What follows belongs to an exercise in optimizing a design on an open flow for small area, a short achievable clock period and few clock cycles per item; a production flow would make more cautious choices.
In this exercise RTL edits were held to simulation tests only and were not proved equivalent to the original.
Power figures rest on the tool's default switching activity, not on a simulated workload.

==> flow/design.v (excerpt) <==
module cc8_rx (
    input  wire         clk,
    input  wire         rst,         
    input  wire         in_valid,
    input  wire [15:0]  in_edge,     
    input  wire         in_last,     
    output wire         in_ready,
    output reg          out_valid,   
    output wire [127:0] rxb,         
    output wire [7:0]   nbits,       
    output wire         dec_err,     
    output wire [7:0]   zrun_cnt,    
    output wire [4:0]   oct_cnt,     
    output wire [7:0]   crc          
);
Settings: LEC_CHECK=0, CAP_MARGIN=20, CORE_MARGIN=2, CORE_UTILIZATION=50, SLEW_MARGIN=20; clock period 20.0 ns.
standard.sh (not shown) runs the stock make flow with config.mk's settings and CLKGATE_MAP_FILE= SYNTH_SCRIPT=/design/flow/synth_recipe.tcl, a recipe that flattens the netlist after the stock synthesis.
==> flow/flow/run.sh <==
#!/bin/bash
# The standard layout (standard.sh) with three changes of how it is made:
#  - port buffers are buf_1 instead of the delay buffer buffer_ports picks,
#  - repair_timing aims at a setup slack of 14.8 ns (the clock stays 20 ns),
#  - CTS inserts no dummy loads.
set -euo pipefail
CTS="-sink_clustering_enable -repair_clock_nets -sink_clustering_size 25 -sink_clustering_max_diameter 300 -buf_list sky130_fd_sc_hd__clkbuf_16 -dont_use_dummy_load"
bash standard.sh "BUFFER_PORTS_ARGS=-buffer_cell sky130_fd_sc_hd__buf_1" \
    "SETUP_SLACK_MARGIN=14.8" "CTS_ARGS=$CTS" finish > flow_standard.log 2>&1
Testbench counts at the start, summed over its fixed seeds: cycles 7,968, frames 192.
Next try:
==> flow/flow/run.sh (replaced) <==
#!/bin/bash
# Standard layout, except that the port buffers are the plain buf_1 cell
# instead of the delay buffer buffer_ports picks by default.
set -euo pipefail
bash standard.sh "BUFFER_PORTS_ARGS=-buffer_cell sky130_fd_sc_hd__buf_1" finish > flow_standard.log 2>&1
--- a/flow/config.mk
+++ b/flow/config.mk
@@ -9,3 +9,6 @@
 export CORE_MARGIN = 2
-export CORE_UTILIZATION = 50
+export CORE_UTILIZATION = 65
+export CTS_BUF_LIST = sky130_fd_sc_hd__clkbuf_16
+export CTS_CLUSTER_DIAMETER = 300
+export CTS_CLUSTER_SIZE = 25
 export SLEW_MARGIN = 20
Area after synthesis stays the same.
Die area drops by about a fifth.
Core utilization rises by 17 points.
Setup slack got worse by 180 ps.
Next try:
==> flow/flow/run.sh (replaced) <==
#!/bin/bash
set -euo pipefail
bash standard.sh "BUFFER_PORTS_ARGS=-buffer_cell sky130_fd_sc_hd__buf_1" "SETUP_SLACK_MARGIN=15.1" finish > flow_standard.log 2>&1
--- a/flow/config.mk
+++ b/flow/config.mk
@@ -9,3 +9,3 @@
 export CORE_MARGIN = 2
-export CORE_UTILIZATION = 65
+export CORE_UTILIZATION = 40
 export CTS_BUF_LIST = sky130_fd_sc_hd__clkbuf_16
After rerunning:
- The changed run produced a clean layout
- final cell count climbs by 13%
- register-to-register slack is better by 40 ps
- setup slack is better by 230 ps
- final area climbs by 5.6%
Next try:
==> flow/flow/run.sh (replaced) <==
#!/bin/bash
# The standard layout (standard.sh) with three changes of how it is made:
#  - port buffers are buf_1 instead of the delay buffer buffer_ports picks,
#  - repair_timing aims at a setup slack of 14.8 ns (the clock stays 20 ns),
#  - CTS inserts no dummy loads.
set -euo pipefail
CTS="-sink_clustering_enable -repair_clock_nets -sink_clustering_size 20 -sink_clustering_max_diameter 300 -buf_list sky130_fd_sc_hd__clkbuf_16 -dont_use_dummy_load"
bash standard.sh "BUFFER_PORTS_ARGS=-buffer_cell sky130_fd_sc_hd__buf_1" \
    "SETUP_SLACK_MARGIN=14.8" "CTS_ARGS=$CTS" finish > flow_standard.log 2>&1
--- a/flow/config.mk
+++ b/flow/config.mk
@@ -9,6 +9,3 @@
 export CORE_MARGIN = 2
-export CORE_UTILIZATION = 40
-export CTS_BUF_LIST = sky130_fd_sc_hd__clkbuf_16
-export CTS_CLUSTER_DIAMETER = 300
-export CTS_CLUSTER_SIZE = 25
+export CORE_UTILIZATION = 65
 export SLEW_MARGIN = 20
After rerunning: The changed run ran to the end with no violations. Utilization came out higher by 28 points. Setup slack got worse by 43 ps. Sequential share of layout area came out higher by 3.0 points. Clock-buffer cell count came out higher by 1. Power came out lower slightly. Final area came out lower by a few percent. Global-route usage came out higher by 8.1 points. Synthesized cell count does not change. Wire length came out lower by a little under a tenth. Maximum frequency came out lower slightly.
Next try:
--- a/flow/flow/run.sh
+++ b/flow/flow/run.sh
@@ -6,3 +6,3 @@
 set -euo pipefail
-CTS="-sink_clustering_enable -repair_clock_nets -sink_clustering_size 20 -sink_clustering_max_diameter 300 -buf_list sky130_fd_sc_hd__clkbuf_16 -dont_use_dummy_load"
+CTS="-sink_clustering_enable -repair_clock_nets -sink_clustering_size 25 -sink_clustering_max_diameter 300 -buf_list sky130_fd_sc_hd__clkbuf_16 -dont_use_dummy_load"
 bash standard.sh "BUFFER_PORTS_ARGS=-buffer_cell sky130_fd_sc_hd__buf_1" \
What happened:
- combinational power climbs by about 0.6%
- global-route usage climbs by 0.60 points
- wire length climbs by 1.8%
- first-iteration DRC count climbs by 4.9%
- via count barely changes
- die area stays the same
- final area drops by 0.54%
- power drops by 2.3%
- clock-buffer cell count drops by 2

========
tundra:
cc8_rx again, from the RTL that the note above started with.
==> flow/config.mk <==
export PLATFORM = sky130hd
export DESIGN_NAME = cc8_rx
export DESIGN_NICKNAME = cc8_rx
export VERILOG_FILES = /design/flow/design.v
export SDC_FILE = /design/flow/constraint.sdc
export NUM_CORES = 4
export LEC_CHECK = 0
export CAP_MARGIN = 20
export CORE_MARGIN = 2
export CORE_UTILIZATION = 40
export CTS_BUF_LIST = sky130_fd_sc_hd__clkbuf_16
export CTS_CLUSTER_DIAMETER = 300
export CTS_CLUSTER_SIZE = 25
export SLEW_MARGIN = 20
==> flow/constraint.sdc <==
create_clock -name core_clock -period 20.0 [get_ports {clk}]
set_input_delay 4.0000 -clock core_clock [delete_from_list [all_inputs] [get_ports {clk}]]
set_output_delay 4.0000 -clock core_clock [all_outputs]
set_load 0.01 [all_outputs]
==> flow/flow/run.sh <==
#!/bin/bash
set -euo pipefail
bash standard.sh "BUFFER_PORTS_ARGS=-buffer_cell sky130_fd_sc_hd__buf_1" "SETUP_SLACK_MARGIN=14.8" finish > flow_standard.log 2>&1
Testbench counts of tundra, summed over its fixed seeds: cycles 7,968, frames 192.
Setup changes, tundra to xenon
==> flow/flow/run.sh <==
#!/bin/bash
set -euo pipefail
bash standard.sh "BUFFER_PORTS_ARGS=-buffer_cell sky130_fd_sc_hd__buf_1" "SETUP_SLACK_MARGIN=14.95" finish > flow_standard.log 2>&1
### Flow results
- xenon completed every stage of the flow, and the final layout passed the timing, DRC and antenna checks.
- xenon vs. tundra: proportion of power drawn by combinational gates went up; final area grew by about 1.8%; data arrival time of the critical path down 0.06 ns; global-route wire length before repair climbed about 0.8%; worst hold slack held.
- Compared with tundra, number of fill cells in xenon decreased slightly.
- The non-clock buffer count in xenon was higher than what tundra gave.
For amber, these inputs were changed with respect to xenon:
- CTS_CLUSTER_DIAMETER removed (was 300)
- CTS_BUF_LIST removed (was sky130_fd_sc_hd__clkbuf_16)
- CORE_UTILIZATION changed from 40 to 65
- CTS_CLUSTER_SIZE removed (was 25)
==> flow/flow/run.sh <==
#!/bin/bash
# The standard layout (standard.sh) with three changes of how it is made:
#  - port buffers are buf_1 instead of the delay buffer buffer_ports picks,
#  - repair_timing aims at a setup slack of 14.87 ns (the clock stays 20 ns),
#  - CTS inserts no dummy loads.
set -euo pipefail
CTS="-sink_clustering_enable -repair_clock_nets -sink_clustering_size 25 -sink_clustering_max_diameter 300 -buf_list sky130_fd_sc_hd__clkbuf_16 -dont_use_dummy_load"
bash standard.sh "BUFFER_PORTS_ARGS=-buffer_cell sky130_fd_sc_hd__buf_1" \
    "SETUP_SLACK_MARGIN=14.87" "CTS_ARGS=$CTS" finish > flow_standard.log 2>&1
## What came out
From xenon to amber the numbers moved as follows: first-pass GRT wire length fell by 2600 microns, share of the yosys chip area belonging to registers did not really move, number of well taps went down.
The inputs of juniper differ from those of amber as listed below.
- CTS_CLUSTER_SIZE newly set to 25
- CORE_UTILIZATION changed from 65 to 40
- CTS_CLUSTER_DIAMETER newly set to 300
- CTS_BUF_LIST newly set to sky130_fd_sc_hd__clkbuf_16
==> flow/flow/run.sh <==
#!/bin/bash
# Standard layout, except that the port buffers are the plain buf_1 cell
# instead of the delay buffer buffer_ports picks by default.
set -euo pipefail
bash standard.sh "BUFFER_PORTS_ARGS=-buffer_cell sky130_fd_sc_hd__buf_1" finish > flow_standard.log 2>&1
Notes after the runs:
- Compared with amber, in juniper switching fraction of total power grew by 0.69 points; routability congestion estimate moved down; via count shows a reduction of 110; vias per cell dropped 0.63.
- Hold slack in juniper is 0.017 ns below amber.
- Changes observed in juniper relative to amber: final critical delay including setup and external delays rose by 0.22 ns; share of cells above drive strength 1 fell by 0.72 points; routed wire length went up about 5.5%.

## static timing again, ports no longer ideal
How much do the figures lean on ideal ports? The routed layouts below were timed once more, with nothing changed but the port constraints. Step 1, drivers: a clkbuf_16 drives clk and a buf_2 each remaining input, both assumed. Step 2 also shifts input and output timing later by t, the mid clock arrival at the registers, as if the neighbouring blocks saw the same clock. Three values: no drivers, after step 1, after step 2; two values: the first two.
run	shift t [ns]	setup slack, ns	hold WS [ns]	cell pins on the clock port's net
the first run of note 1	0.496	14.867 / 14.825 / 15.175	0.414 / 0.414 / 0.414	1
the second run of note 1	0.494	14.685 / 14.646 / 15.126	0.422 / 0.422 / 0.422	1
the third run of note 1	0.506	14.915 / 14.870 / 15.177	0.413 / 0.413 / 0.413	1
the fourth run of note 1	0.488	14.873 / 14.832 / 15.161	0.428 / 0.428 / 0.428	1
the fifth run of note 1	0.487	14.869 / 14.830 / 15.157	0.430 / 0.430 / 0.430	1
tundra	0.505	14.859 / 14.814 / 15.187	0.413 / 0.413 / 0.413	1
xenon	0.506	14.919 / 14.874 / 15.179	0.413 / 0.413 / 0.413	1
amber	0.491	14.892 / 14.853 / 15.153	0.431 / 0.431 / 0.431	1
juniper	0.505	14.673 / 14.629 / 15.134	0.413 / 0.413 / 0.413	1
After both steps setup and hold are still met in every run listed.
